This design comes from an exercise in tuning for small area, a short achievable clock period and few clock cycles per item on the open sky130 flow, not from production work.
Where RTL was checked, it was by simulation tests only, not by an equivalence proof against the original.
The RTL of run 1 was laid out without a check of its function.

<file path="design/flow/design.v">
module ntc_temp (
    input  wire        clk,
    input  wire        rst,
    input  wire        start,
    input  wire [15:0] vref,
    input  wire [15:0] vntc,
    input  wire [31:0] toff,
    output wire        ready,
    output wire        done,
    output reg         err,
    output reg  [31:0] result
);
    localparam [2:0] S_IDLE = 3'd0, S_NORM = 3'd1, S_LN = 3'd2, S_DIV = 3'd3, S_FIN = 3'd4, S_DONE = 3'd5;
    localparam [36:0] K1M  = 37'd45713176761;    
    localparam [36:0] LN2  = 37'd2977044472;     
    localparam [36:0] NLN2 = ~LN2 + 37'd1;       
    localparam [37:0] NC273 = ~38'd17901158 + 38'd1;   
    reg  [2:0]  state;
    reg  [4:0]  k;
    reg  [37:0] g;         
    reg  [15:0] t;
    reg  [36:0] acc;       
    reg  [13:0] q;         
    wire [29:0] qq = {t, q};
    wire is_idle = (state == S_IDLE);
    wire is_norm = (state == S_NORM);
    wire is_ln   = (state == S_LN);
    wire is_div  = (state == S_DIV);
    wire is_fin  = (state == S_FIN);
    wire is_done = (state == S_DONE);
    assign ready = is_idle | is_done;
    assign done  = is_done;
    wire a_zero = (g[26:11] == 16'd0);
    wire b_zero = (t == 16'd0);
    wire a_n    = g[26];
    wire b_n    = t[15];
    wire init   = is_norm & a_n & b_n;
    wire a_ge_b = (g[26:11] >= t);
    function [36:0] lnc;
        input [4:0] kk;
        begin
            case (kk)
                5'd0:  lnc = 37'd2977044472;
                5'd1:  lnc = 37'd1741459379;
                5'd2:  lnc = 37'd958394255;
                5'd3:  lnc = 37'd505874286;
                5'd4:  lnc = 37'd260380768;
                5'd5:  lnc = 37'd132163268;
                5'd6:  lnc = 37'd66589974;
                5'd7:  lnc = 37'd33424039;
                5'd8:  lnc = 37'd16744533;
                5'd9:  lnc = 37'd8380427;
                5'd10: lnc = 37'd4192257;
                5'd11: lnc = 37'd2096640;
                5'd12: lnc = 37'd1048448;
                5'd13: lnc = 37'd524256;
                5'd14: lnc = 37'd262136;
                5'd15: lnc = 37'd131070;
                default: lnc = 37'd1 << (6'd32 - {1'b0, kk});
            endcase
        end
    endfunction
    reg [4:0] kstop;
    always @(*) begin
        casez (acc[36:29])
            8'b1???????: kstop = 5'd16;
            8'b011?????: kstop = 5'd17;
            8'b010?????: kstop = 5'd18;
            8'b0011????: kstop = 5'd19;
            8'b0010????: kstop = 5'd20;
            8'b00011???: kstop = 5'd21;
            8'b00010???: kstop = 5'd22;
            8'b000011??: kstop = 5'd23;
            8'b000010??: kstop = 5'd24;
            8'b0000011?: kstop = 5'd25;
            8'b0000010?: kstop = 5'd27;
            8'b00000011: kstop = 5'd28;
            8'b00000010: kstop = 5'd29;
            default:     kstop = 5'd30;
        endcase
    end
    wire last = is_ln & (k >= kstop);
    reg [37:0] rem0;
    reg [6:0]  mark;
    always @(*) begin
        if      (acc >= 37'd56908316672) begin rem0 = 38'd113413980160; mark = 7'b1000000; end
        else if (acc >= 37'd28454158336) begin rem0 = 38'd56706990080;  mark = 7'b0100000; end
        else if (acc >= 37'd14227079168) begin rem0 = 38'd28353495040;  mark = 7'b0010000; end
        else if (acc >= 37'd7113539584)  begin rem0 = 38'd14176747520;  mark = 7'b0001000; end
        else if (acc >= 37'd3556769792)  begin rem0 = 38'd7088373760;   mark = 7'b0000100; end
        else if (acc >= 37'd1778384896)  begin rem0 = 38'd3544186880;   mark = 7'b0000010; end
        else                             begin rem0 = 38'd1772093440;   mark = 7'b0000001; end
    end
    wire [29:0] shl = g[29:0] >> k[3:0];    
    wire [37:0] sh  = (k[4] == 1'b0) ? {8'd0, shl} : 38'd0;
    wire [37:0] cen = 38'd1 << (5'd31 - k);
    wire [37:0] x2  = (is_ln | is_norm) ? sh :
                      is_div ? ~cen :
                      {8'd0, qq};
    wire [37:0] m   = is_div ? {1'b0, acc} :
                      is_fin ? {6'd0, result} :
                      (is_ln | a_ge_b) ? {10'd0, t, 12'd0} : {11'd0, t, 11'd0};
    wire [37:0] mn  = ~m;
    wire [37:0] sv  = g ^ x2 ^ mn;
    wire [37:0] cv  = (g & x2) | (g & mn) | (x2 & mn);
    wire [37:0] s   = sv + {cv[36:0], is_div} + 38'd1;
    wire        take = ~s[37];
    wire [36:0] acc_add = acc + ((is_norm & ~init) ? (a_n ? LN2 : NLN2) : lnc(k));
    always @(posedge clk) begin
        if (rst) begin
            state <= S_IDLE;
        end else begin
            case (state)
                S_IDLE, S_DONE: state <= start ? S_NORM : S_IDLE;
                S_FIN: state <= S_DONE;
                S_NORM: begin
                    if (a_zero | b_zero) begin
                        err   <= 1'b1;
                        state <= S_DONE;
                    end else if (init) begin
                        state <= S_LN;
                    end
                end
                S_LN:  if (last) state <= S_DIV;
                S_DIV: if (qq[29]) begin
                    err   <= 1'b0;
                    state <= S_FIN;
                end
                default: state <= S_IDLE;
            endcase
        end
    end
    always @(posedge clk) begin
        if (ready)
            g <= {11'd0, vntc, 11'd0};
        else if (last)
            g <= rem0;
        else if (is_div & qq[29])
            g <= NC273;
        else if (is_norm & ~init) begin
            if (~a_n) g <= {g[36:0], 1'b0};
        end else if (take | init)
            g <= {s[36:0], 1'b0};
        else
            g <= {g[36:0], 1'b0};
        if (ready)
            t <= vref;
        else if (init)
            t <= g[26:11];
        else if (last)
            t <= 16'd0;
        else if ((is_norm & ~b_n) | is_div)
            t <= {t[14:0], is_div & q[13]};
        if (ready)
            acc <= K1M;
        else if ((is_norm & ~init & (a_n ^ b_n)) | (init & a_ge_b) | (is_ln & take))
            acc <= acc_add;
        if (ready)
            k <= 5'd0;
        else if (init | (is_ln & ~last))
            k <= k + 5'd1;
        if (last)
            q <= {7'd0, mark};
        else
            q <= {q[12:0], take & is_div};
        if (ready)
            result <= toff;
        else if (is_fin)
            result <= s[31:0];
    end
endmodule
</file>
<file path="design/flow/flow/run.sh">
#!/bin/bash
# Own flow: the standard layout (standard.sh) unchanged, except that the
# port buffers that global placement inserts on every input and output are
# the smallest buffer (buf_1) instead of the resizer's default pick.
set -euo pipefail
sed 's|"\${@:-finish}"|"BUFFER_PORTS_ARGS=-buffer_cell sky130_fd_sc_hd__buf_1" "${@:-finish}"|' standard.sh > standard_buf.sh
grep -q "BUFFER_PORTS_ARGS" standard_buf.sh
bash standard_buf.sh finish > flow_make.log 2>&1
</file>
<file path="design/flow/standard.sh">
#!/bin/bash
# synth_recipe.tcl (not shown) runs the flow's synth.tcl, then flattens the netlist and writes it again
# the make line also repeats each setting of config.mk as NAME=value (left out here)
make -C /OpenROAD-flow-scripts/flow DESIGN_CONFIG=/design/flow/config.mk WORK_HOME=/design/flow/orfs CLKGATE_MAP_FILE= SYNTH_SCRIPT=/design/flow/synth_recipe.tcl "${@:-finish}"
</file>
<file path="design/flow/config.mk">
export PLATFORM = sky130hd
export DESIGN_NAME = ntc_temp
export DESIGN_NICKNAME = ntc_temp
export VERILOG_FILES = /design/flow/design.v
export SDC_FILE = /design/flow/constraint.sdc
export NUM_CORES = 4
export LEC_CHECK = 0
export CAP_MARGIN = 20
export CORE_MARGIN = 2
export CORE_UTILIZATION = 50
export PLACE_DENSITY = 0.8
export SETUP_SLACK_MARGIN = 5
export SLEW_MARGIN = 20
</file>
<file path="design/flow/constraint.sdc">
create_clock -name core_clock -period 11.0 [get_ports {clk}]
set_input_delay 2.2000 -clock core_clock [delete_from_list [all_inputs] [get_ports {clk}]]
set_output_delay 2.2000 -clock core_clock [all_outputs]
set_load 0.01 [all_outputs]
</file>
==> impl_summary.log, run 1 <==
[metrics] status: timing/DRC/antenna clean
[metrics] post-DR vias/cell: 6.88
[metrics] GR Overflow Total: 0
[metrics] number of hold violations in the final report: 0
[metrics] critical path required time: 11.14 ns
[metrics] Global Route Usage Sum: 37.9%
[metrics] standard-cell rows: 63
[metrics] combined buffer and inverter count along the critical path: 3
[metrics] sequential area share after synthesis: 23.4%
[metrics] crit path cell chain: inv_1 > ha_1 > a21oi_2 > o211ai_1 > a221oi_2 > a21oi_4 > nor2_4 > clkbuf_16 > mux2i_1 > a21oi_1 > a21oi_1 > fa_1 > ha_1 > nand4_1 > or4_4 > a211o_4 > a2111o_1 > o211ai_4 > o21ai_4 > buf_6 > a21oi_2 > o221ai_1
[metrics] area share of xor/xnor cells in the synthesized design: 3.81%
[metrics] gate count after technology mapping: 1,955
[metrics] path category of the worst min-delay check: reg2reg
[metrics] ys async rst share: 0%
[metrics] count of max-cap constraint violations: 0
[metrics] net count after synthesis: 2,166
[metrics] number of stages on the worst setup path: 22
[metrics] Detail Placement HPWL: 42.8 mm
[metrics] most area-consuming cells after synthesis: edfxtp_1, dfxtp_1, ha_1
[metrics] final setup skew: 0.0146 ns
[metrics] slowest stage cell on the critical path: edfxtp_1
[metrics] post-route worst setup slack: 4.80 ns
[metrics] clock latency on the worst-skew pair: 0.45 ns
[metrics] CP Launch Type: flip-flop
[metrics] CTS tree: built
[metrics] average detailed-routed wire length per instance: 25.2 um
[metrics] clock period minus final worst setup slack: 6.20 ns
[metrics] first-pass GRT wire length: 91.2 mm
[metrics] Net count, final: 2,285
[metrics] FF-to-FF path depth: 22
[metrics] via count: 17,000
[metrics] worst slack after detailed placement: 3.34 ns
[metrics] Post-synth EDFFs: 64
[metrics] area of the core region: 29,800 um2
[metrics] share of cells above drive strength 1: 13.4%
[metrics] Post-route DRC: 0
[metrics] final sum of negative setup slack: 0 ns
[metrics] horizontal extent of the die: 178 um
[metrics] kind of critical path: reg2reg
[metrics] CTS max path bufs: 2
[metrics] basic-gate share of the synthesized area counting and, or, nand and nor cells: 20.0%
[metrics] leading register cell type out of synthesis: dfxtp_1
[metrics] worst relative slew slack: 20.2%
[metrics] DRT Wirelength: 62.4 mm
[metrics] largest family of logic cells by synthesized area: compound AO/OA/AOI/OAI gates
[metrics] flip-flop and latch count after synthesis: 145
[metrics] initial antenna violation count: 0
[metrics] clock slew seen by the registers of the worst setup and hold paths: 0.07 ns
[metrics] Syn-to-layout area delta: 17.3%
[metrics] Reg area: 3550 um2
[metrics] Commonest cells post-synth: nand2_1, a21oi_1, nor2_1, o21ai_0, ha_1
[metrics] setup repair after global routing missed its margin: true
[metrics] area share of the largest cell type after synthesis: 12.7%
[metrics] ratio of final minimum period to clock period: 56.4%
[metrics] highest fanout seen on the critical path: 7
[metrics] port buffer count: 101
[metrics] area used by multi-input combinational logic: 11,400 um2
[metrics] CTS Root Buffer Type: clkbuf_16
[metrics] vias in the first global route: 15,600
[metrics] count of H-tree levels built during CTS: 4
[metrics] placer congestion estimate: 1.04
[metrics] clock sinks: 145
[metrics] R2R setup slack: 4.80 ns
[metrics] number of DRC markers after the initial detailed-route iteration: 2,693
[metrics] arrival time at the worst endpoint: 6.35 ns
[metrics] complex-gate fraction of the synthesized area: 28.4%
[metrics] worst r2r src: t[6]$_DFFE_PP_
[metrics] arithmetic-cell share of the synthesized area counting full adders, half adders and majority gates: 13.8%
[metrics] Worst Setup EP: g[15]$_DFFE_PP_
[metrics] number of warning messages in the yosys log: 1
[metrics] Reg-to-Reg End: g[15]$_DFFE_PP_
[metrics] CP Launch Point: t[6]$_DFFE_PP_
[metrics] initial core utilization: 50.9%
[metrics] share of synthesized area spent on multiplexers: 5.00%
[metrics] library cell occupying the most area in the post-synthesis netlist: edfxtp_1
[metrics] Fillers: 2,616
[metrics] biggest cell delay along the critical path: 0.54 ns
[metrics] number of iterations in the first detailed-routing pass: 7
[metrics] number of diodes added for antenna fixing: 0
[metrics] post-route ant nets: 0
[metrics] timing-limited maximum frequency: 0.161 GHz
[metrics] synthesized cell area: 15,200 um2
[metrics] Avg Inst Size Synth: 7.76 um2
[metrics] number of max-slew violations in the final report: 0
[metrics] final setup vio count: 0
[metrics] pin count of the biggest net entering global routing: 64
[metrics] Unique masters post-synth: 85
[metrics] Worst Tran Pin Value: 1.19 ns
[metrics] most numerous cell in the Yosys netlist: nand2_1
[metrics] Hold WS: 0.466 ns
[metrics] Die Ht: 178 um
[metrics] area of the die: 31,800 um2
[metrics] CP delay by family, top: compound AO/OA/AOI/OAI gates
[metrics] Critical Path Sink Type: flip-flop
[metrics] count of pins on the block boundary: 102
[metrics] Inserted Clock Buffers: 17
-- worst reg2reg max path: cells and delay by family, from the launching register on --
family / cells / cell delay [ns]
flops: 1 / 0.54
mux: 1 / 0.20
buf+inv: 3 / 0.53
compound gates: 12 / 2.55
simple gates: 3 / 1.00
fa+ha+maj: 3 / 1.07
-- sequential cells by signal, indices dropped and copies added (netlist names) --
| signal | cells |
|---|---|
| acc | 37 |
| q | 14 |
| k | 5 |
| err | 1 |
| state | 3 |
| g | 37 |
| result | 32 |
| t | 16 |
-- metrics by stage --
step,instances,cell area (um2),utilization (%)
floorplan,1955,15200,-
global placement,2353,15700,52.8
detailed placement,2354,15700,52.8
CTS,2428,17000,56.9
global route,2477,17800,59.8
finish,2477,17800,59.8
-- how the worst min path moves through the flow --
stage                            end            start  cells past startpoint  slack [ns]
floorplan               q[4]$_DFF_P_     q[3]$_DFF_P_                      2        0.42
global placement    q[10]$_SDFF_PP0_  q[9]$_SDFF_PP0_                      1        0.44
detailed placement   q[8]$_SDFF_PP0_  q[7]$_SDFF_PP0_                      1        0.44
CTS                  q[8]$_SDFF_PP0_  q[7]$_SDFF_PP0_                      1        0.46
global route         q[8]$_SDFF_PP0_  q[7]$_SDFF_PP0_                      1        0.48
finish               q[9]$_SDFF_PP0_  q[8]$_SDFF_PP0_                      1        0.47
-- cells by family (layout without fill, tap and decap cells) --
| group | after synthesis | in the layout |
|---|---|---|
| AO/OA/AOI/OAI | 661 | 663 |
| XOR/XNOR | 66 | 66 |
| adder cells (fa/ha/maj) | 144 | 144 |
| buffers and inverters | 218 | 348 |
| flip-flops | 145 | 145 |
| multiplexers | 60 | 60 |
| AND/OR/NAND/NOR | 661 | 661 |
-- placed cells by master, fill, tap and decap left out, types with 45 or more instances in the layout --
cell type / netlist / final
inv_1: 105 / 99
buf_1: 21 / 101
a21oi_1: 200 / 184
nand2_1: 254 / 253
ha_1: 106 / 84
buf_4: 3 / 78
nor2_1: 166 / 155
o21ai_0: 142 / 130
a21o_1: 46 / 46
edfxtp_1: 64 / 64
dfxtp_1: 81 / 75
nand3_1: 46 / 45
-- final cells by class --
cell class	instances	share of cell area (%)
repair buffers	206	7.93
well taps	390	2.74
multi-input cells	1594	63.9
clock inverters	13	0.632
flip-flops and latches	145	19.9
inverters	110	2.41
clock buffers	19	2.43
-- what timing repair did --
action                                  in CTS  in global routing
cloned                                       1                  6
setup buffers                               41                 42
hold buffers                                 0                  0
resized for setup                           63                 90
endpoints found under the setup margin      87                 79
pin swaps                                   15                 23
-- per-layer routing --
| layer | GRT usage (%) | vias to the layer above | wire, um |
|---|---|---|---|
| li1 | - | 7445 | - |
| met2 | 57.5 | 1355 | 26300 |
| met4 | 21.5 | 0 | 4350 |
| met3 | 8.06 | 286 | 8320 |
| met5 | 0 | - | 0 |
| met1 | 50.1 | 7949 | 23400 |
==> run 2, diff against run 1 <==
--- a/design/flow/design.v
+++ b/design/flow/design.v
@@ -30,12 +30,12 @@
     wire is_done = (state == S_DONE);
     assign ready = is_idle | is_done;
     assign done  = is_done;
-    wire a_zero = (g[26:11] == 16'd0);
+    wire a_zero = (g[32:17] == 16'd0);
     wire b_zero = (t == 16'd0);
-    wire a_n    = g[26];
+    wire a_n    = g[32];
     wire b_n    = t[15];
     wire init   = is_norm & a_n & b_n;
-    wire a_ge_b = (g[26:11] >= t);
+    wire a_ge_b = (g[32:17] >= t);
     function [36:0] lnc;
         input [4:0] kk;
         begin
@@ -91,15 +91,14 @@
         else if (acc >= 37'd1778384896)  begin rem0 = 38'd3544186880;   mark = 7'b0000010; end
         else                             begin rem0 = 38'd1772093440;   mark = 7'b0000001; end
     end
-    wire [29:0] shl = g[29:0] >> k[3:0];    
-    wire [37:0] sh  = (k[4] == 1'b0) ? {8'd0, shl} : 38'd0;
+    wire [37:0] sh  = (k[4] == 1'b0) ? (g >> k[3:0]) : 38'd0;
     wire [37:0] cen = 38'd1 << (5'd31 - k);
     wire [37:0] x2  = (is_ln | is_norm) ? sh :
                       is_div ? ~cen :
                       {8'd0, qq};
     wire [37:0] m   = is_div ? {1'b0, acc} :
                       is_fin ? {6'd0, result} :
-                      (is_ln | a_ge_b) ? {10'd0, t, 12'd0} : {11'd0, t, 11'd0};
+                      (is_ln | a_ge_b) ? {4'd0, t, 18'd0} : {5'd0, t, 17'd0};
     wire [37:0] mn  = ~m;
     wire [37:0] sv  = g ^ x2 ^ mn;
     wire [37:0] cv  = (g & x2) | (g & mn) | (x2 & mn);
@@ -132,7 +131,7 @@
     end
     always @(posedge clk) begin
         if (ready)
-            g <= {11'd0, vntc, 11'd0};
+            g <= {5'd0, vntc, 17'd0};
         else if (last)
             g <= rem0;
         else if (is_div & qq[29])
@@ -146,7 +145,7 @@
         if (ready)
             t <= vref;
         else if (init)
-            t <= g[26:11];
+            t <= g[32:17];
         else if (last)
             t <= 16'd0;
         else if ((is_norm & ~b_n) | is_div)
--- a/design/flow/config.mk
+++ b/design/flow/config.mk
@@ -8,6 +8,7 @@
 export CAP_MARGIN = 20
 export CORE_MARGIN = 2
 export CORE_UTILIZATION = 50
-export PLACE_DENSITY = 0.8
+export CTS_BUF_LIST = sky130_fd_sc_hd__clkbuf_8
+export PLACE_DENSITY = 0.75
 export SETUP_SLACK_MARGIN = 5
 export SLEW_MARGIN = 20
==> run 2 against run 1 <==
Final cell count grew 2.3%. First-iteration DRC count is 11% lower. Sequential share of layout area about the same. Via count up 2.4%. Hold slack worse by 0.0044 ns. Count of clock-buffer cells in the layout fell by 2. Clock skew is 0.0066 ns higher. Largest cell class unchanged. Highest routed layer is now met5.
==> impl_summary.log, run 2 <==
[metrics] path category of the worst min-delay check: reg2reg (unchanged)
[metrics] basic-gate share of the synthesized area counting and, or, nand and nor cells: 20.9% (was 20.0%)
[metrics] Inserted Clock Buffers: 17 (unchanged)
[metrics] CP Launch Type: flip-flop (unchanged)
[metrics] met3 wirelength from detailed routing: 7.69 mm (was 8.32 mm)
[metrics] library cell occupying the most area in the post-synthesis netlist: edfxtp_1 (unchanged)
[metrics] ys async rst share: 0% (unchanged)
[metrics] Unique masters post-synth: 90 (was 85)
[metrics] Syn-to-layout area delta: 11.9% (was 17.3%)
[metrics] largest family of logic cells by synthesized area: compound AO/OA/AOI/OAI gates (unchanged)
[metrics] vias in the first global route: 16,200 (was 15,600)
[metrics] worst relative slew slack: 21.3% (was 20.2%)
[metrics] hold buffer count at cts: 0 (unchanged)
[metrics] clock period minus final worst setup slack: 5.94 ns (was 6.20 ns)
[metrics] post-DR vias/cell: 6.89 (was 6.88)
[metrics] leading register cell type out of synthesis: dfxtp_1 (unchanged)
[metrics] count of H-tree levels built during CTS: 4 (unchanged)
[metrics] setup repair after global routing missed its margin: true (unchanged)
[metrics] area of the core region: 31,500 um2 (was 29,800 um2)
[metrics] count of max-cap constraint violations: 0 (unchanged)
[metrics] area share of the largest cell type after synthesis: 12.1% (was 12.7%)
[metrics] final sum of negative setup slack: 0 ns (unchanged)
[metrics] wire length the detailed router placed on met1: 24.5 mm (was 23.4 mm)
[metrics] Critical Path Sink Type: flip-flop (unchanged)
[metrics] CTS max path bufs: 2 (unchanged)
[metrics] arrival time at the worst endpoint: 6.20 ns (was 6.35 ns)
[metrics] initial core utilization: 50.6% (was 50.9%)
[metrics] Net count, final: 2,329 (was 2,285)
[metrics] GR Overflow Total: 0 (unchanged)
[metrics] Detail Placement HPWL: 45.6 mm (was 42.8 mm)
[metrics] highest fanout seen on the critical path: 68 (was 7)
[metrics] pin count of the biggest net entering global routing: 69 (was 64)
[metrics] Reg area: 3560 um2 (was 3550 um2)
[metrics] timing-limited maximum frequency: 0.168 GHz (was 0.161 GHz)
[metrics] kind of critical path: reg2reg (unchanged)
[metrics] leading cell types in the layout, fill and taps excluded: nand2_1, nor2_1, a21oi_1, buf_1, ha_1 (was nand2_1, a21oi_1, nor2_1, o21ai_0, buf_1)
[metrics] CTS Root Buffer Type: clkbuf_8 (was clkbuf_16)
[metrics] CTS tree: built (unchanged)
[metrics] Post-route DRC: 0 (unchanged)
[metrics] met2 wire length: 27.3 mm (was 26.3 mm)
[metrics] commonest non-fill, non-tap cell in the layout: nand2_1 (unchanged)
[metrics] net count after synthesis: 2,270 (was 2,166)
[metrics] DRT Wirelength: 63.9 mm (was 62.4 mm)
[metrics] area of the die: 33,300 um2 (was 31,800 um2)
[metrics] Fillers: 2,935 (was 2,616)
[metrics] clock latency on the worst-skew pair: 0.52 ns (was 0.45 ns)
[metrics] ratio of final minimum period to clock period: 54.0% (was 56.4%)
[metrics] final setup vio count: 0 (unchanged)
[metrics] most area-consuming cells after synthesis: edfxtp_1, dfxtp_1, ha_1 (unchanged)
[metrics] standard-cell rows: 65 (was 63)
[metrics] Hold WS: 0.462 ns (was 0.466 ns)
[metrics] critical path required time: 11.27 ns (was 11.14 ns)
[metrics] Worst Tran Pin Value: 1.18 ns (was 1.19 ns)
[metrics] number of diodes added for antenna fixing: 0 (unchanged)
[metrics] area used by multi-input combinational logic: 11,800 um2 (was 11,400 um2)
[metrics] initial antenna violation count: 1 (was 0)
[metrics] biggest regs: acc (37), g (37), result (32) (unchanged)
[metrics] clock sinks: 145 (unchanged)
[metrics] via count: 17,400 (was 17,000)
[metrics] Global Route Usage Sum: 37.4% (was 37.9%)
[metrics] number of DRC markers after the initial detailed-route iteration: 2,387 (was 2,693)
[metrics] synthesized cell area: 15,900 um2 (was 15,200 um2)
[metrics] gate count after technology mapping: 2,059 (was 1,955)
[metrics] area share of xor/xnor cells in the synthesized design: 3.68% (was 3.81%)
[metrics] complex-gate fraction of the synthesized area: 27.6% (was 28.4%)
[metrics] flip-flop and latch count after synthesis: 145 (unchanged)
[metrics] Post-synth EDFFs: 64 (unchanged)
[metrics] number of hold violations in the final report: 0 (unchanged)
[metrics] number of iterations in the first detailed-routing pass: 10 (was 7)
[metrics] arithmetic-cell share of the synthesized area counting full adders, half adders and majority gates: 13.1% (was 13.8%)
[metrics] post-route ant nets: 0 (unchanged)
[metrics] port buffer count: 101 (unchanged)
[metrics] most numerous cell in the Yosys netlist: nand2_1 (unchanged)
[metrics] average detailed-routed wire length per instance: 25.2 um (about the same)
[metrics] Commonest cells post-synth: nand2_1, nor2_1, a21oi_1, ha_1, o21ai_0 (was nand2_1, a21oi_1, nor2_1, o21ai_0, ha_1)
[metrics] placer congestion estimate: 1.03 (was 1.04)
[metrics] status: timing/DRC/antenna clean (unchanged)
[metrics] sequential area share after synthesis: 22.2% (was 23.4%)
[metrics] final setup skew: 0.0212 ns (was 0.0146 ns)
[metrics] share of synthesized area spent on multiplexers: 6.40% (was 5.00%)
[metrics] Die Ht: 183 um (was 178 um)
[metrics] clock slew seen by the registers of the worst setup and hold paths: 0.10 ns (was 0.07 ns)
[metrics] first-pass GRT wire length: 95.2 mm (was 91.2 mm)
[metrics] number of max-slew violations in the final report: 0 (unchanged)
[metrics] share of cells above drive strength 1: 11.7% (was 13.4%)
[metrics] count of pins on the block boundary: 102 (unchanged)
[metrics] number of warning messages in the yosys log: 1 (unchanged)
[metrics] Avg Inst Size Synth: 7.74 um2 (was 7.76 um2)
[metrics] horizontal extent of the die: 183 um (was 178 um)
[metrics] uppermost signal routing layer after detailed routing: met5 (was met4)
## run 2: cell families after synthesis
family,count (synthesis)
AND/OR/NAND/NOR,737
AO/OA/AOI/OAI,657
buffers and inverters,238
flip-flops,145
adder cells (fa/ha/maj),144
multiplexers,71
XOR/XNOR,67
## run 2: cell type report
class                           instances  share of cell area, %
Tap cell                              402                   2.82
Sequential cell                       145                   19.9
Timing Repair inverter                  1                 0.0281
Multi-Input combinational cell       1677                   66.2
Clock inverter                         15                  0.947
Clock buffer                           17                   1.31
Inverter                              101                   2.21
Timing Repair Buffer                  175                   6.55
## run 2: repair_timing
action	in CTS	in global routing
gates resized for setup	43	66
pin swaps	6	11
endpoints found under the setup margin	90	77
gates cloned	3	5
buffers inserted	17	23
## run 2: path summary, 6_finish.rpt
kind                                       startpoint                to  slack (ns)  depth (start not counted)
worst max-delay path            state[0]$_SDFFE_PP0P_   g[18]$_DFFE_PP_        5.06                         21
worst min-delay path                  q[9]$_SDFF_PP0_  q[10]$_SDFF_PP0_        0.46                          1
worst max register to register  state[0]$_SDFFE_PP0P_   g[18]$_DFFE_PP_        5.06                         21
worst min register to register        q[9]$_SDFF_PP0_  q[10]$_SDFF_PP0_        0.46                          1
## run 2: per-stage QoR
step / setup WS [ns] / util, % / instances / area, um2
detailed placement: 3.68 / 52.3 / 2453 / 16500
finish: 5.06 / 56.7 / 2533 / 17800
global placement: 3.79 / 52.3 / 2453 / 16500
floorplan: 5.15 / - / 2059 / 15900
global route: 4.89 / 56.7 / 2533 / 17800
CTS: 5.01 / 54.8 / 2505 / 17300
## run 2: per-layer routing
layer  GRT usage [%]  vias up
li1                -     7685
met1            49.3     8225
met2            56.2     1262
met3            8.22      264
met4            21.5        4
met5            2.37        -
## run 2: worst max-delay path: stages, from the launching register on
cell and delay (ns):
dfxtp_2 0.55, nor2b_4 0.30, and2_2 0.20, buf_12 0.31, inv_1 0.07, buf_4 0.22, nor2_1 0.34, a221oi_1 0.20
fa_1 0.51, ha_1 0.33, a21oi_1 0.27, nor3b_1 0.33, a21bo_2 0.25, o31ai_4 0.11, a211oi_4 0.45, buf_4 0.19
o31a_1 0.18, a22oi_4 0.11, buf_12 0.19, buf_4 0.14, a221oi_1 0.30, nor2_1 0.09
Testbench counts of run 2, summed over its fixed seeds: cycles 75,647, items 1,600.
==> run 3, diff against run 2 <==
--- a/design/flow/config.mk
+++ b/design/flow/config.mk
@@ -7,8 +7,8 @@
 export LEC_CHECK = 0
 export CAP_MARGIN = 20
 export CORE_MARGIN = 2
-export CORE_UTILIZATION = 50
+export CORE_UTILIZATION = 40
 export CTS_BUF_LIST = sky130_fd_sc_hd__clkbuf_8
-export PLACE_DENSITY = 0.75
+export PLACE_DENSITY = 0.6
 export SETUP_SLACK_MARGIN = 5
 export SLEW_MARGIN = 20
==> run 3 against run 2 <==
Routed wire length is 5.5% higher. Maximum frequency is 1.5% higher. Sequential share of layout area hardly changed. Largest cell class unchanged. Worst setup slack better by 0.088 ns. Area after synthesis stayed put. Critical path depth is 2 higher. Via count is 2.4% lower. Hold slack better by 0.011 ns. Synthesized cell count stayed put. Non-clock buffer count is 16 higher.
==> impl_summary.log, run 3 <==
[metrics] count of max-cap constraint violations: 0 (unchanged)
[metrics] arrival time at the worst endpoint: 6.13 ns (was 6.20 ns)
[metrics] synthesized cell area: 15,900 um2 (unchanged)
[metrics] worst slack after detailed placement: 3.73 ns (was 3.68 ns)
[metrics] count of H-tree levels built during CTS: 4 (unchanged)
[metrics] number of hold violations in the final report: 0 (unchanged)
[metrics] clock period minus final worst setup slack: 5.85 ns (was 5.94 ns)
[metrics] Syn-to-layout area delta: 12.1% (was 11.9%)
[metrics] Hold WS: 0.473 ns (was 0.462 ns)
[metrics] share of cells above drive strength 1: 11.6% (was 11.7%)
[metrics] most area-consuming cells after synthesis: edfxtp_1, dfxtp_1, ha_1 (unchanged)
[metrics] Worst Tran Pin Value: 1.01 ns (was 1.18 ns)
[metrics] Detail Placement HPWL: 49.6 mm (was 45.6 mm)
[metrics] status: timing/DRC/antenna clean (unchanged)
[metrics] Critical Path Sink Type: flip-flop (unchanged)
[metrics] library cell occupying the most area in the post-synthesis netlist: edfxtp_1 (unchanged)
[metrics] highest fanout seen on the critical path: 14 (was 68)
[metrics] post-route worst setup slack: 5.15 ns (was 5.06 ns)
[metrics] final setup skew: 0.0194 ns (was 0.0212 ns)
[metrics] leading register cell type out of synthesis: dfxtp_1 (unchanged)
[metrics] post-DR vias/cell: 6.37 (was 6.89)
[metrics] first-pass GRT wire length: 99.6 mm (was 95.2 mm)
[metrics] CTS max path bufs: 2 (unchanged)
[metrics] area of the core region: 39,500 um2 (was 31,500 um2)
[metrics] biggest cell delay along the critical path: 0.60 ns (was 0.55 ns)
[metrics] post-route design area: 17,900 um2 (was 17,800 um2)
[metrics] gate count after technology mapping: 2,059 (unchanged)
[metrics] ratio of final minimum period to clock period: 53.2% (was 54.0%)
[metrics] kind of critical path: reg2reg (unchanged)
[metrics] number of warning messages in the yosys log: 1 (unchanged)
[metrics] Global Route Usage Sum: 31.9% (was 37.4%)
[metrics] Unique masters post-synth: 90 (unchanged)
[metrics] via count: 17,000 (was 17,400)
[metrics] CTS Root Buffer Type: clkbuf_8 (unchanged)
[metrics] Post-synth EDFFs: 64 (unchanged)
[metrics] GR Util met2: 50.8% (was 56.2%)
[metrics] timing-limited maximum frequency: 0.171 GHz (was 0.168 GHz)
[metrics] horizontal extent of the die: 204 um (was 183 um)
[metrics] number of max-slew violations in the final report: 0 (unchanged)
[metrics] Commonest cells post-synth: nand2_1, nor2_1, a21oi_1, ha_1, o21ai_0 (unchanged)
[metrics] flip-flop and latch count after synthesis: 145 (unchanged)
[metrics] Die Ht: 204 um (was 183 um)
[metrics] met1 Resource Use GR: 41.2% (was 49.3%)
[metrics] Net count, final: 2,346 (was 2,329)
[metrics] count of pins on the block boundary: 102 (unchanged)
[metrics] final sum of negative setup slack: 0 ns (unchanged)
[metrics] number of diodes added for antenna fixing: 0 (unchanged)
[metrics] FF-to-FF path depth: 23 (was 21)
[metrics] standard-cell rows: 73 (was 65)
[metrics] commonest non-fill, non-tap cell in the layout: nand2_1 (unchanged)
[metrics] final setup vio count: 0 (unchanged)
[metrics] Inserted Clock Buffers: 17 (unchanged)
[metrics] most used routing layer in global routing: met2 (unchanged)
[metrics] port buffer count: 101 (unchanged)
[metrics] worst relative slew slack: 32.2% (was 21.3%)
[metrics] area of the die: 41,500 um2 (was 33,300 um2)
[metrics] vias in the first global route: 15,900 (was 16,200)
[metrics] post-route ant nets: 0 (unchanged)
[metrics] clock slew seen by the registers of the worst setup and hold paths: 0.09 ns (was 0.10 ns)
[metrics] area share of the largest cell type after synthesis: 12.1% (unchanged)
[metrics] critical path required time: 11.28 ns (was 11.27 ns)
[metrics] sequential area share after synthesis: 22.2% (unchanged)
[metrics] leading cell types in the layout, fill and taps excluded: nand2_1, nor2_1, a21oi_1, buf_1, o21ai_0 (was nand2_1, nor2_1, a21oi_1, buf_1, ha_1)
[metrics] Avg Inst Size Synth: 7.74 um2 (unchanged)
[metrics] average detailed-routed wire length per instance: 25.2 um (about the same)
[metrics] ys async rst share: 0% (unchanged)
[metrics] net count after synthesis: 2,270 (unchanged)
[metrics] slowest stage cell on the critical path: edfxtp_1 (was dfxtp_2)
[metrics] number of DRC markers after the initial detailed-route iteration: 2,206 (was 2,387)
[metrics] crit path cell chain: ha_1 > a21o_1 > a211oi_2 > o21ai_2 > a21oi_4 > nand2_4 > clkbuf_4 > nor2_1 > a21oi_1 > nor2_1 > a221oi_2 > fa_1 > ha_2 > a21oi_4 > o21ai_1 > or3_4 > a211oi_4 > nand4bb_2 > nand3_4 > buf_4 > clkbuf_16 > a221oi_1 > nor2_1 (was nor2b_4 > and2_2 > buf_12 > inv_1 > buf_4 > nor2_1 > a221oi_1 > fa_1 > ha_1 > a21oi_1 > nor3b_1 > a21bo_2 > o31ai_4 > a211oi_4 > buf_4 > o31a_1 > a22oi_4 > buf_12 > buf_4 > a221oi_1 > nor2_1)
[metrics] number of iterations in the first detailed-routing pass: 9 (was 10)
[metrics] most numerous cell in the Yosys netlist: nand2_1 (unchanged)
[metrics] setup repair after global routing missed its margin: true (unchanged)
[metrics] initial antenna violation count: 0 (was 1)
[metrics] GR Overflow Total: 0 (unchanged)
[metrics] CP most frequent cell: nor2_1 (was buf_4)
[metrics] Post-route DRC: 0 (unchanged)
[metrics] placer congestion estimate: 1.02 (was 1.03)
[metrics] hold-critical path depth: 1 (unchanged)
[metrics] path category of the worst min-delay check: reg2reg (unchanged)
[metrics] CP Launch Type: flip-flop (unchanged)
[metrics] DRT Wirelength: 67.4 mm (was 63.9 mm)
[metrics] initial core utilization: 40.3% (was 50.6%)
[metrics] met3 demand-to-capacity share in global routing: 6.65% (was 8.22%)
[metrics] total placed instance area: 16,700 um2 (was 16,500 um2)
[metrics] biggest regs: acc (37), g (37), result (32) (unchanged)
[metrics] pin count of the biggest net entering global routing: 62 (was 69)
[metrics] clock sinks: 145 (unchanged)
[metrics] CTS tree: built (unchanged)
[metrics] clock latency on the worst-skew pair: 0.54 ns (was 0.52 ns)
-- run 3: cell counts after synthesis --
Identical to the previous run, type by type.
-- run 3: final timing paths --
path	startpoint	end	slack [ns]
min	q[7]$_SDFF_PP0_	q[8]$_SDFF_PP0_	0.47
min reg2reg	q[7]$_SDFF_PP0_	q[8]$_SDFF_PP0_	0.47
max	g[18]$_DFFE_PP_	g[30]$_DFFE_PP_	5.15
max reg2reg	g[18]$_DFFE_PP_	g[30]$_DFFE_PP_	5.15
-- run 3: through the flow --
step,util (%),instances
after floorplan,-,2059
after global routing,45.2,2673
after global placement,42.1,2580
after detailed placement,42.2,2581
after CTS,43.8,2632
final,45.2,2673
-- run 3: final cells by class --
cell class | count | area (um2)
timing repair buffer | 191 | 1170
sequential | 145 | 3560
clock inverter | 15 | 105
inverter | 101 | 392
multi-input combinational | 1679 | 11700
fill | 3982 | 21700
clock buffer | 17 | 234
tap | 525 | 657
-- run 3: layer usage --
metal | up-vias | routed length [um] | share of wire (%)
met5 | - | 0 | 0
met4 | 0 | 3140 | 4.7
met3 | 193 | 6660 | 9.9
met2 | 979 | 30600 | 45
met1 | 8145 | 27000 | 40
li1 | 7704 | - | -
-- run 3: cells by family (layout without fill, tap and decap cells) --
kind of cell    after synthesis  after routing  share of synthesized area (%)
xor+xnor                     67             67                           3.68
compound gates              657            658                           27.6
buf+inv                     238            324                           6.07
simple gates                737            739                           20.9
flops                       145            145                           22.2
fa+ha+maj                   144            144                           13.1
mux                          71             71                           6.40
-- run 3: what timing repair did --
item,4_1_cts,5_1_grt
gates cloned,2,3
gates resized for setup,35,49
hold buffers,0,0
setup buffers,17,38
pin swaps,7,9
endpoints found under the setup margin,85,81
-- run 3: critical path, delay by kind of cell (launching register included) --
kind | cells | cell delay, ns
AOI/OAI and AO/OA | 10 | 1.93
and+or+nand+nor | 7 | 1.23
buffers and inverters | 3 | 0.58
adders and majority gates | 3 | 1.23
DFF | 1 | 0.60
==> run 4, diff against run 3 <==
--- a/design/flow/config.mk
+++ b/design/flow/config.mk
@@ -9,6 +9,7 @@
 export CORE_MARGIN = 2
 export CORE_UTILIZATION = 40
 export CTS_BUF_LIST = sky130_fd_sc_hd__clkbuf_8
+export GPL_ROUTABILITY_DRIVEN = 0
 export PLACE_DENSITY = 0.6
 export SETUP_SLACK_MARGIN = 5
 export SLEW_MARGIN = 20
==> run 4 against run 3 <==
Design area down 0.76%. Count of clock-buffer cells in the layout up 1. Die area unchanged. Non-clock buffer count down 23. Sequential cell count unchanged. Core utilization down 0.34 points. Still clean.
==> impl_summary.log, run 4 <==
[metrics] ys async rst share: 0% (unchanged)
[metrics] post-route worst setup slack: 5.07 ns (was 5.15 ns)
[metrics] number of iterations in the first detailed-routing pass: 7 (was 9)
[metrics] port buffer count: 101 (unchanged)
[metrics] initial antenna violation count: 0 (unchanged)
[metrics] flip-flop and latch count after synthesis: 145 (unchanged)
[metrics] combined buffer and inverter count along the critical path: 4 (was 3)
[metrics] CTS max path bufs: 2 (unchanged)
[metrics] net count after synthesis: 2,270 (unchanged)
[metrics] area used by multi-input combinational logic: 11,800 um2 (was 11,700 um2)
[metrics] Net count, final: 2,323 (was 2,346)
[metrics] post-DR vias/cell: 6.50 (was 6.37)
[metrics] biggest cell delay along the critical path: 0.47 ns (was 0.60 ns)
[metrics] arrival time at the worst endpoint: 6.21 ns (was 6.13 ns)
[metrics] worst relative slew slack: 17.3% (was 32.2%)
[metrics] leading cell types in the layout, fill and taps excluded: nand2_1, nor2_1, a21oi_1, buf_1, inv_1 (was nand2_1, nor2_1, a21oi_1, buf_1, o21ai_0)
[metrics] post-route ant nets: 0 (unchanged)
[metrics] count of H-tree levels built during CTS: 4 (unchanged)
[metrics] CP delay by family, top: compound AO/OA/AOI/OAI gates (unchanged)
[metrics] initial core utilization: 40.3% (unchanged)
[metrics] met1 Resource Use GR: 39.0% (was 41.2%)
[metrics] critical path required time: 11.28 ns (about the same)
[metrics] Hold WS: 0.477 ns (was 0.473 ns)
[metrics] Global Route Usage Sum: 30.6% (was 31.9%)
[metrics] Fillers: 3,987 (was 3,982)
[metrics] area share of the largest cell type after synthesis: 12.1% (unchanged)
[metrics] via count: 17,200 (was 17,000)
[metrics] Reg area: 3550 um2 (was 3560 um2)
[metrics] clock sinks: 145 (unchanged)
[metrics] count of max-cap constraint violations: 0 (unchanged)
[metrics] most numerous cell in the Yosys netlist: nand2_1 (unchanged)
[metrics] Worst Tran Pin Value: 1.24 ns (was 1.01 ns)
[metrics] clock slew seen by the registers of the worst setup and hold paths: 0.10 ns (was 0.09 ns)
[metrics] count of pins on the block boundary: 102 (unchanged)
[metrics] horizontal extent of the die: 204 um (unchanged)
[metrics] Post-route DRC: 0 (unchanged)
[metrics] average detailed-routed wire length per instance: 24.3 um (was 25.2 um)
[metrics] Critical Path Sink Type: flip-flop (unchanged)
[metrics] library cell occupying the most area in the post-synthesis netlist: edfxtp_1 (unchanged)
[metrics] share of cells above drive strength 1: 11.1% (was 11.6%)
[metrics] clock period minus final worst setup slack: 5.93 ns (was 5.85 ns)
[metrics] standard-cell rows: 73 (unchanged)
[metrics] final setup vio count: 0 (unchanged)
[metrics] Inserted Clock Buffers: 17 (unchanged)
[metrics] leading register cell type out of synthesis: dfxtp_1 (unchanged)
[metrics] status: timing/DRC/antenna clean (unchanged)
[metrics] synthesized cell area: 15,900 um2 (unchanged)
[metrics] worst slack after detailed placement: 3.94 ns (was 3.73 ns)
[metrics] pin count of the biggest net entering global routing: 68 (was 62)
[metrics] final sum of negative setup slack: 0 ns (unchanged)
[metrics] Avg Inst Size Synth: 7.74 um2 (unchanged)
[metrics] highest fanout seen on the critical path: 8 (was 14)
[metrics] commonest non-fill, non-tap cell in the layout: nand2_1 (unchanged)
[metrics] path category of the worst min-delay check: reg2reg (unchanged)
[metrics] vias in the first global route: 16,200 (was 15,900)
[metrics] Post-synth EDFFs: 64 (unchanged)
[metrics] sequential area share after synthesis: 22.2% (unchanged)
[metrics] DRT Wirelength: 64.4 mm (was 67.4 mm)
[metrics] number of max-slew violations in the final report: 0 (unchanged)
[metrics] biggest regs: acc (37), g (37), result (32) (unchanged)
[metrics] setup repair after global routing missed its margin: true (unchanged)
[metrics] Unique masters post-synth: 90 (unchanged)
[metrics] Syn-to-layout area delta: 11.2% (was 12.1%)
[metrics] CP Launch Type: flip-flop (unchanged)
[metrics] CTS Root Buffer Type: clkbuf_8 (unchanged)
[metrics] GR Util met2: 47.2% (was 50.8%)
[metrics] area of the core region: 39,500 um2 (unchanged)
[metrics] slowest stage cell on the critical path: edfxtp_1 (unchanged)
[metrics] Die Ht: 204 um (unchanged)
[metrics] number of warning messages in the yosys log: 1 (unchanged)
[metrics] timing-limited maximum frequency: 0.169 GHz (was 0.171 GHz)
[metrics] ratio of final minimum period to clock period: 53.9% (was 53.2%)
[metrics] gate count after technology mapping: 2,059 (unchanged)
[metrics] first-pass GRT wire length: 96.8 mm (was 99.6 mm)
[metrics] Commonest cells post-synth: nand2_1, nor2_1, a21oi_1, ha_1, o21ai_0 (unchanged)
[metrics] number of DRC markers after the initial detailed-route iteration: 2,413 (was 2,206)
[metrics] number of diodes added for antenna fixing: 0 (unchanged)
[metrics] most area-consuming cells after synthesis: edfxtp_1, dfxtp_1, ha_1 (unchanged)
[metrics] GR Overflow Total: 0 (unchanged)
[metrics] Detail Placement HPWL: 46.6 mm (was 49.6 mm)
[metrics] area of the die: 41,500 um2 (unchanged)
[metrics] clock latency on the worst-skew pair: 0.53 ns (was 0.54 ns)
[metrics] most used routing layer in global routing: met2 (unchanged)
[metrics] met3 demand-to-capacity share in global routing: 6.89% (was 6.65%)
[metrics] CTS tree: built (unchanged)
[metrics] final setup skew: 0.0179 ns (was 0.0194 ns)
[metrics] core occupancy in the finished layout: 44.8% (was 45.2%)
[metrics] number of hold violations in the final report: 0 (unchanged)
[metrics] kind of critical path: reg2reg (unchanged)
-- run 4: cell count changes in the layout (fill, tap and decap cells not counted), sizes merged --
cell / change
inv: +2
clkinvlp: +3
clkinv: -7
bufinv: +1
buf: -22
-- run 4: layer usage --
metal | wire length (um) | part of all wire (%)
met3 | 6780 | 11
met2 | 28300 | 44
met4 | 4400 | 6.8
met1 | 24900 | 39
met5 | 0 | 0
-- run 4: path summary, 6_finish.rpt --
| check | startpoint | end | slack, ns | cells past startpoint |
|---|---|---|---|---|
| worst max-delay path | t[9]$_DFFE_PP_ | g[18]$_DFFE_PP_ | 5.07 | 25 |
| worst min-delay path | q[2]$_DFF_P_ | q[3]$_DFF_P_ | 0.48 | 2 |
| worst max register to register | t[9]$_DFFE_PP_ | g[18]$_DFFE_PP_ | 5.07 | 25 |
| worst min register to register | q[2]$_DFF_P_ | q[3]$_DFF_P_ | 0.48 | 2 |
-- run 4: kinds of logic (layout without fill, tap and decap cells) --
family,count (synthesis),count (layout),share of synthesized area [%]
compound gates,657,658,27.6
mux,71,71,6.40
flops,145,145,22.2
fa+ha+maj,144,144,13.1
simple gates,737,739,20.9
buf+inv,238,301,6.07
xor+xnor,67,67,3.68
-- run 4: area by class of cell --
| class | count | area share, % |
|---|---|---|
| inverter | 101 | 2.19 |
| tap | 525 | 3.71 |
| timing repair buffer | 168 | 5.54 |
| clock buffer | 18 | 1.40 |
| sequential | 145 | 20.0 |
| clock inverter | 14 | 0.798 |
| multi-input combinational | 1679 | 66.3 |
-- run 4: per-stage QoR --
stage,area [um2],cells
6_report,17700,2650
5_1_grt,17700,2650
4_1_cts,17300,2630
3_5_place_dp,16600,2577
3_3_place_gp,16600,2577
2_1_floorplan,15900,2059
-- run 4: tightest hold or removal path, delay by kind of cell (launching register included) --
kind             cells  cell delay (ns)
AO/OA/AOI/OAI        1             0.06
flip-flops           1             0.34
AND/OR/NAND/NOR      1             0.05
-- run 4: timing repair --
action / CTS / global route
hold buffers: 0 / 0
gates cloned: 2 / 3
gates resized for setup: 22 / 61
pin swaps: 6 / 7
setup buffers: 19 / 16
setup endpoints to repair: 86 / 76
==> run 5, diff against run 4 <==
==> design/flow/config.mk (replaced) <==
export PLATFORM = sky130hd
export DESIGN_NAME = ntc_temp
export DESIGN_NICKNAME = ntc_temp
export VERILOG_FILES = /design/flow/design.v
export SDC_FILE = /design/flow/constraint.sdc
export NUM_CORES = 4
export LEC_CHECK = 0
export CAP_MARGIN = 5
export CORE_MARGIN = 2
export CORE_UTILIZATION = 40
export CTS_BUF_LIST = sky130_fd_sc_hd__clkbuf_8
export PLACE_DENSITY = 0.6
export SETUP_SLACK_MARGIN = 5
export SLEW_MARGIN = 5
==> run 5 against run 4 <==
Final cell count grew 0.83%. Via count grew 0.17%. Core utilization increased by 0.73 points. Clock skew decreased by 0.00055 ns. Synthesized cell count unchanged. Critical path type unchanged. Hold slack worse by 0.0047 ns. Critical endpoint unchanged. Highest routed layer is now met5. Count of clock-buffer cells in the layout did not move. Global-route usage is 1.3 points higher.
==> impl_summary.log, run 5 <==
[metrics] worst slack after detailed placement: 3.74 ns (was 3.94 ns)
[metrics] hold buffer count at cts: 0 (unchanged)
[metrics] R2R setup slack: 5.15 ns (was 5.07 ns)
[metrics] total placed instance area: 16,700 um2 (was 16,600 um2)
[metrics] Avg Inst Size Synth: 7.74 um2 (unchanged)
[metrics] number of hold violations in the final report: 0 (unchanged)
[metrics] clock sinks: 145 (unchanged)
[metrics] count of H-tree levels built during CTS: 4 (unchanged)
[metrics] number of iterations in the first detailed-routing pass: 8 (was 7)
[metrics] critical path required time: 11.28 ns (about the same)
[metrics] share of cells above drive strength 1: 12.3% (was 11.1%)
[metrics] sequential area share after synthesis: 22.2% (unchanged)
[metrics] status: timing/DRC/antenna clean (unchanged)
[metrics] average detailed-routed wire length per instance: 25.3 um (was 24.3 um)
[metrics] Commonest cells post-synth: nand2_1, nor2_1, a21oi_1, ha_1, o21ai_0 (unchanged)
[metrics] count of pins on the block boundary: 102 (unchanged)
[metrics] post-route worst setup slack: 5.15 ns (was 5.07 ns)
[metrics] horizontal extent of the die: 204 um (unchanged)
[metrics] final setup skew: 0.0173 ns (was 0.0179 ns)
[metrics] clock slew seen by the registers of the worst setup and hold paths: 0.09 ns (was 0.10 ns)
[metrics] library cell occupying the most area in the post-synthesis netlist: edfxtp_1 (unchanged)
[metrics] Placed Cells: 2,580 (was 2,577)
[metrics] standard-cell rows: 73 (unchanged)
[metrics] gate count after technology mapping: 2,059 (unchanged)
[metrics] hold-critical path depth: 1 (was 2)
[metrics] Net count, final: 2,345 (was 2,323)
[metrics] Critical Path Sink Type: flip-flop (unchanged)
[metrics] commonest non-fill, non-tap cell in the layout: nand2_1 (unchanged)
[metrics] path category of the worst min-delay check: reg2reg (unchanged)
[metrics] leading cell types in the layout, fill and taps excluded: nand2_1, nor2_1, a21oi_1, buf_1 (was nand2_1, nor2_1, a21oi_1, buf_1, inv_1)
[metrics] CTS max path bufs: 2 (unchanged)
[metrics] Die Ht: 204 um (unchanged)
[metrics] setup repair after global routing missed its margin: true (unchanged)
[metrics] placer congestion estimate: 1.02
[metrics] ratio of final minimum period to clock period: 53.1% (was 53.9%)
[metrics] leading register cell type out of synthesis: dfxtp_1 (unchanged)
[metrics] Global Route Usage Sum: 31.8% (was 30.6%)
[metrics] CP Launch Type: flip-flop (unchanged)
[metrics] clock latency on the worst-skew pair: 0.53 ns (about the same)
[metrics] hold path startpoint: q[7]$_SDFF_PP0_ (was q[2]$_DFF_P_)
[metrics] vias in the first global route: 16,000 (was 16,200)
[metrics] initial core utilization: 40.3% (unchanged)
[metrics] number of diodes added for antenna fixing: 0 (unchanged)
[metrics] biggest regs: acc (37), g (37), result (32) (unchanged)
[metrics] worst hold endpoint: q[8]$_SDFF_PP0_ (was q[3]$_DFF_P_)
[metrics] Reg-to-Reg End: g[18]$_DFFE_PP_ (unchanged)
[metrics] net count after synthesis: 2,270 (unchanged)
[metrics] Unique masters post-synth: 90 (unchanged)
[metrics] synthesized cell area: 15,900 um2 (unchanged)
[metrics] Post-route DRC: 0 (unchanged)
[metrics] post-DR vias/cell: 6.46 (was 6.50)
[metrics] worst relative slew slack: 20.6% (was 17.3%)
[metrics] timing-limited maximum frequency: 0.171 GHz (was 0.169 GHz)
[metrics] Syn-to-layout area delta: 13.0% (was 11.2%)
[metrics] arrival time at the worst endpoint: 6.12 ns (was 6.21 ns)
[metrics] highest fanout seen on the critical path: 9 (was 8)
[metrics] pin count of the biggest net entering global routing: 62 (was 68)
[metrics] Post-synth EDFFs: 64 (unchanged)
[metrics] clock period minus final worst setup slack: 5.85 ns (was 5.93 ns)
[metrics] initial antenna violation count: 1 (was 0)
[metrics] ys async rst share: 0% (unchanged)
[metrics] area share of the largest cell type after synthesis: 12.1% (unchanged)
[metrics] most numerous cell in the Yosys netlist: nand2_1 (unchanged)
[metrics] Detail Placement HPWL: 49.5 mm (was 46.6 mm)
[metrics] final setup vio count: 0 (unchanged)
[metrics] CTS tree: built (unchanged)
[metrics] flip-flop and latch count after synthesis: 145 (unchanged)
[metrics] most area-consuming cells after synthesis: edfxtp_1, dfxtp_1, ha_1 (unchanged)
[metrics] area of the die: 41,500 um2 (unchanged)
[metrics] number of DRC markers after the initial detailed-route iteration: 2,052 (was 2,413)
[metrics] number of warning messages in the yosys log: 1 (unchanged)
[metrics] number of max-slew violations in the final report: 0 (unchanged)
[metrics] count of max-cap constraint violations: 0 (unchanged)
[metrics] DRT Wirelength: 67.7 mm (was 64.4 mm)
[metrics] worst r2r src: g[27]$_DFFE_PP_ (was t[9]$_DFFE_PP_)
[metrics] Inserted Clock Buffers: 17 (unchanged)
[metrics] post-route ant nets: 0 (unchanged)
[metrics] FF-to-FF path depth: 25 (unchanged)
[metrics] first-pass GRT wire length: 99.6 mm (was 96.8 mm)
[metrics] Worst Tran Pin Value: 1.19 ns (was 1.24 ns)
[metrics] kind of critical path: reg2reg (unchanged)
[metrics] post-route design area: 18,000 um2 (was 17,700 um2)
[metrics] count of non-filler cells in the finished layout: 2,672 (was 2,650)
[metrics] port buffer count: 101 (unchanged)
[metrics] GR Overflow Total: 0 (unchanged)
[metrics] area of the core region: 39,500 um2 (unchanged)
[metrics] via count: 17,300 (was 17,200)
[metrics] final sum of negative setup slack: 0 ns (unchanged)
[metrics] CTS Root Buffer Type: clkbuf_8 (unchanged)
-- run 5: cell types whose count changed in the layout (fill, tap and decap cells not counted), moves of 3 or more --
cell,before,now
clkinv_2,2,5
clkinvlp_4,6,3
ha_4,0,4
ha_1,99,95
buf_4,59,78
dfxtp_2,7,4
-- run 5: routing by layer --
layer,up-vias,global-route usage (%),part of all wire (%)
met5,-,0,0.019
met4,2,14.4,4.8
met3,214,7.43,10
met2,1019,51.3,45
met1,8302,40.4,40
li1,7717,-,-
-- run 5: cell type report --
type	instances	area [um2]
Timing Repair Buffer	190	1180
Multi-Input combinational cell	1679	11800
Inverter	101	392
Fill cell	4003	21500
Clock inverter	14	149
Clock buffer	18	248
Tap cell	525	657
Sequential cell	145	3560
-- run 5: logic make-up (layout without fill, tap and decap cells) --
family	Yosys count	count (layout)	synth area share [%]
AOI/OAI and AO/OA	657	658	27.6
xor gates and xnor gates	67	67	3.68
adders and majority gates	144	144	13.1
buffers and inverters	238	323	6.07
DFF	145	145	22.2
muxes	71	71	6.40
and+or+nand+nor	737	739	20.9
-- run 5: how the worst max path moves through the flow --
stage	from	to	slack, ns	cells past startpoint
2_1_floorplan	k[0]$_SDFFE_PP0P_	acc[26]$_SDFFE_PP1P_	5.15	24
3_3_place_gp	g[17]$_DFFE_PP_	g[15]$_SDFFE_PP0P_	3.89	21
3_5_place_dp	g[17]$_DFFE_PP_	g[7]$_SDFFE_PP0P_	3.74	21
4_1_cts	g[17]$_DFFE_PP_	g[25]$_DFFE_PP_	4.99	24
5_1_grt	g[17]$_DFFE_PP_	g[29]$_DFFE_PP_	4.95	27
6_report	g[27]$_DFFE_PP_	g[18]$_DFFE_PP_	5.15	25
-- run 5: critical path, stage by stage (launching register included) --
cell and delay, ns:
edfxtp_1 0.57, ha_1 0.37, o21ai_0 0.09, a211o_1 0.27, o21ai_0 0.21, a21oi_2 0.07, buf_4 0.14, nand2_2 0.17
nor2_1 0.06, a21oi_1 0.17, nor2_1 0.08, a221oi_2 0.23, fa_1 0.48, ha_2 0.33, a21oi_2 0.18, o21ai_1 0.15
or3_1 0.43, a211oi_4 0.22, buf_4 0.20, buf_4 0.13, o31a_1 0.19, buf_4 0.15, a22oi_2 0.06, buf_4 0.22
a221oi_1 0.30, nor2_1 0.07
-- run 5: metrics by stage --
stage	hold slack (ns)	util, %
final	0.473	45.6
after global routing	0.488	45.6
after CTS	0.468	43.8
after detailed placement	0.449	42.1
after global placement	0.444	42.1
after floorplan	0.420	-
-- run 5: repair_timing --
action	4_1_cts	5_1_grt
buffers inserted	15	39
cloned	2	4
endpoints found under the setup margin	86	83
pin swaps	7	7
endpoints found under the hold margin	0	0
gates resized for setup	36	71
==> run 6, diff against run 5 <==
==> design/flow/flow/run.sh (replaced) <==
#!/bin/bash
# Own flow: the standard layout (standard.sh) with smallest port buffers
# and the timing repair aimed at a larger setup margin.
set -euo pipefail
sed -e 's|"\${@:-finish}"|"BUFFER_PORTS_ARGS=-buffer_cell sky130_fd_sc_hd__buf_1" "${@:-finish}"|' \
    -e 's|SETUP_SLACK_MARGIN=5|SETUP_SLACK_MARGIN=6|' standard.sh > standard_mod.sh
grep -q "BUFFER_PORTS_ARGS" standard_mod.sh
grep -q "SETUP_SLACK_MARGIN=6" standard_mod.sh
bash standard_mod.sh finish > flow_make.log 2>&1
--- a/design/flow/config.mk
+++ b/design/flow/config.mk
@@ -5,10 +5,10 @@
 export SDC_FILE = /design/flow/constraint.sdc
 export NUM_CORES = 4
 export LEC_CHECK = 0
-export CAP_MARGIN = 5
+export CAP_MARGIN = 20
 export CORE_MARGIN = 2
 export CORE_UTILIZATION = 40
 export CTS_BUF_LIST = sky130_fd_sc_hd__clkbuf_8
 export PLACE_DENSITY = 0.6
 export SETUP_SLACK_MARGIN = 5
-export SLEW_MARGIN = 5
+export SLEW_MARGIN = 20
==> run 6 against run 5 <==
Routed wire length increased by 7.1%. Synthesized cell count unchanged. Sequential cell count unchanged. Sequential share of layout area decreased by 1.8 points. Maximum frequency increased by 2.7%. Area after synthesis unchanged. Global-route usage increased by 1.9 points. Hold slack got worse by 0.0033 ns. Critical endpoint unchanged.
==> impl_summary.log, run 6 <==
[metrics] placer congestion estimate: 0.989 (was 1.02)
[metrics] net count after synthesis: 2,270 (unchanged)
[metrics] CTS Root Buffer Type: clkbuf_8 (unchanged)
[metrics] Placed Cells: 2,579 (was 2,580)
[metrics] most numerous cell in the Yosys netlist: nand2_1 (unchanged)
[metrics] Detail Placement HPWL: 49.8 mm (was 49.5 mm)
[metrics] Unique masters post-synth: 90 (unchanged)
[metrics] setup repair after global routing missed its margin: true (unchanged)
[metrics] count of pins on the block boundary: 102 (unchanged)
[metrics] met3 wirelength from detailed routing: 6.91 mm (was 6.81 mm)
[metrics] leading register cell type out of synthesis: dfxtp_1 (unchanged)
[metrics] highest fanout seen on the critical path: 7 (was 9)
[metrics] final setup vio count: 0 (unchanged)
[metrics] flip-flop and latch count after synthesis: 145 (unchanged)
[metrics] arrival time at the worst endpoint: 5.98 ns (was 6.12 ns)
[metrics] initial antenna violation count: 2 (was 1)
[metrics] clock period minus final worst setup slack: 5.69 ns (was 5.85 ns)
[metrics] total placed instance area: 16,800 um2 (was 16,700 um2)
[metrics] synthesized cell area: 15,900 um2 (unchanged)
[metrics] pin count of the biggest net entering global routing: 62 (unchanged)
[metrics] Net count, final: 2,417 (was 2,345)
[metrics] area share of the largest cell type after synthesis: 12.1% (unchanged)
[metrics] number of DRC markers after the initial detailed-route iteration: 2,077 (was 2,052)
[metrics] Inserted Clock Buffers: 17 (unchanged)
[metrics] gate count after technology mapping: 2,059 (unchanged)
[metrics] Commonest cells post-synth: nand2_1, nor2_1, a21oi_1, ha_1, o21ai_0 (unchanged)
[metrics] ys async rst share: 0% (unchanged)
[metrics] area of the core region: 39,500 um2 (unchanged)
[metrics] commonest non-fill, non-tap cell in the layout: nand2_1 (unchanged)
[metrics] horizontal extent of the die: 204 um (unchanged)
[metrics] number of max-slew violations in the final report: 0 (unchanged)
[metrics] GR Overflow Total: 0 (unchanged)
[metrics] Hold WS: 0.469 ns (was 0.473 ns)
[metrics] ratio of final minimum period to clock period: 51.8% (was 53.1%)
[metrics] Avg Inst Size Synth: 7.74 um2 (unchanged)
[metrics] worst relative slew slack: 34.7% (was 20.6%)
[metrics] final sum of negative setup slack: 0 ns (unchanged)
[metrics] status: timing/DRC/antenna clean (unchanged)
[metrics] post-route ant nets: 0 (unchanged)
[metrics] critical path required time: 11.28 ns (about the same)
[metrics] most area-consuming cells after synthesis: edfxtp_1, dfxtp_1, ha_1 (unchanged)
[metrics] vias in the first global route: 16,800 (was 16,000)
[metrics] met2 wire length: 32.3 mm (was 30.7 mm)
[metrics] kind of critical path: reg2reg (unchanged)
[metrics] Fillers: 3,871 (was 4,003)
[metrics] clock slew seen by the registers of the worst setup and hold paths: 0.11 ns (was 0.09 ns)
[metrics] CP Launch Type: flip-flop (unchanged)
[metrics] Post-route DRC: 0 (unchanged)
[metrics] library cell occupying the most area in the post-synthesis netlist: edfxtp_1 (unchanged)
[metrics] CTS max path bufs: 2 (unchanged)
[metrics] number of iterations in the first detailed-routing pass: 7 (was 8)
[metrics] port buffer count: 101 (unchanged)
[metrics] post-DR vias/cell: 6.49 (was 6.46)
[metrics] clock latency on the worst-skew pair: 0.55 ns (was 0.53 ns)
[metrics] share of cells above drive strength 1: 20.4% (was 12.3%)
[metrics] average detailed-routed wire length per instance: 26.4 um (was 25.3 um)
[metrics] biggest regs: acc (37), g (37), result (32) (unchanged)
[metrics] DRT Wirelength: 72.5 mm (was 67.7 mm)
[metrics] number of hold violations in the final report: 0 (unchanged)
[metrics] Global Route Usage Sum: 33.8% (was 31.8%)
[metrics] post-route worst setup slack: 5.31 ns (was 5.15 ns)
[metrics] Syn-to-layout area delta: 24.3% (was 13.0%)
[metrics] count of H-tree levels built during CTS: 4 (unchanged)
[metrics] worst slack after detailed placement: 3.94 ns (was 3.74 ns)
[metrics] number of warning messages in the yosys log: 1 (unchanged)
[metrics] CTS tree: built (unchanged)
[metrics] standard-cell rows: 73 (unchanged)
[metrics] leading cell types in the layout, fill and taps excluded: nand2_1, nor2_1, a21oi_1, buf_4, buf_1 (was nand2_1, nor2_1, a21oi_1, buf_1)
[metrics] count of max-cap constraint violations: 0 (unchanged)
run 6: cell types whose count changed in the layout (fill, tap and decap cells not counted), sizes merged:
| cell | before | now |
|---|---|---|
| clkinvlp | 3 | 4 |
| inv | 102 | 98 |
| buf | 185 | 256 |
| and2 | 18 | 19 |
| clkinv | 7 | 9 |
| a22oi | 37 | 36 |
| bufbuf | 0 | 2 |
| diode | 0 | 1 |
run 6: final timing paths:
| check | start | to | slack (ns) | cells after the start |
|---|---|---|---|---|
| setup reg to reg | t[0]$_DFFE_PP_ | g[18]$_DFFE_PP_ | 5.31 | 27 |
| hold / removal | q[8]$_SDFF_PP0_ | q[9]$_SDFF_PP0_ | 0.47 | 1 |
| hold reg to reg | q[8]$_SDFF_PP0_ | q[9]$_SDFF_PP0_ | 0.47 | 1 |
| setup / recovery | t[0]$_DFFE_PP_ | g[18]$_DFFE_PP_ | 5.31 | 27 |
run 6: worst max-delay path, stage by stage (launching register included):
cell and delay, ns:
edfxtp_1 0.50, ha_1 0.33, nand2b_4 0.13, a21o_1 0.19, a211oi_2 0.25, o21ai_2 0.13
a21oi_4 0.27, buf_6 0.15, nand2_4 0.10, nor2_2 0.14, a21oi_2 0.04, nor2_1 0.12
a221oi_2 0.06, fa_1 0.58, ha_4 0.22, a21o_1 0.21, a21oi_2 0.19, nor2_2 0.06
or3_4 0.34, a211oi_4 0.16, buf_6 0.17, buf_4 0.15, nand4bb_4 0.17, nand3_4 0.11
buf_12 0.18, clkbuf_16 0.17, a221oi_2 0.23, nor2_1 0.07
run 6: logic make-up (layout without fill, tap and decap cells):
group                      after synthesis  in the layout  share of synthesized area, %
adders and majority gates              144            144                          13.1
xor gates and xnor gates                67             67                          3.68
buffers and inverters                  238            395                          6.07
other                                    0              1                             0
AOI/OAI and AO/OA                      657            657                          27.6
muxes                                   71             71                          6.40
DFF                                    145            145                          22.2
and+or+nand+nor                        737            740                          20.9
run 6: final cells by class:
type / instances / area [um2] / area share [%]
timing repair buffer: 262 / 2110 / 10.7
clock inverter: 13 / 159 / 0.802
sequential: 145 / 3560 / 18.0
antenna: 1 / 2.50 / 0.0126
tap: 525 / 657 / 3.32
inverter: 101 / 388 / 1.96
clock buffer: 19 / 262 / 1.32
multi-input combinational: 1679 / 12700 / 64.0
run 6: stage by stage:
step                utilization, %
floorplan                        -
global placement              42.3
detailed placement            42.4
CTS                           48.1
global route                  50.1
finish                        50.1
run 6: timing repair:
action / in CTS / in global routing
setup buffers: 95 / 21
setup endpoints to repair: 98 / 89
resized for setup: 195 / 109
hold endpoints to repair: 0 / 0
gates cloned: 12 / 5
hold buffers: 0 / 0
pin swaps: 40 / 53
run 6: metal layers:
layer,GRT usage [%],up-vias
li1,-,7855
met1,43.6,8592
met2,52.8,1106
met3,6.31,268
met4,19.3,4
met5,0,-

==> re-timing with driven ports <==
No port has a modelled driver above. Below, the same layouts with a new extraction and two added sets of constraints. Step 1 (the two cells are an assumption about what drives the block):
set clk [get_ports {clk}]
set_driving_cell -lib_cell sky130_fd_sc_hd__clkbuf_16 $clk
set_driving_cell -lib_cell sky130_fd_sc_hd__buf_2 [delete_from_list [all_inputs] $clk]
Step 2, shift: input delay + t, output delay - t, t = (earliest + latest rising clock arrival at the registers) / 2. This alone moves slack from input paths to output paths. Three values: ideal, step 1, step 2; two values: the first two.
run | shift t [ns] | setup slack, ns | worst slew at a driven data input, ns
run 1 | 0.504 | 4.798 / 4.798 / 4.798 | 0.05
run 2 | 0.565 | 5.063 / 5.063 / 5.063 | 0.05
run 3 | 0.581 | 5.150 / 5.150 / 5.150 | 0.04
run 4 | 0.576 | 5.068 / 5.068 / 5.068 | 0.06
run 5 | 0.577 | 5.154 / 5.154 / 5.154 | 0.05
run 6 | 0.589 | 5.305 / 5.305 / 5.305 | 0.04
After both steps every run listed still meets setup and hold.
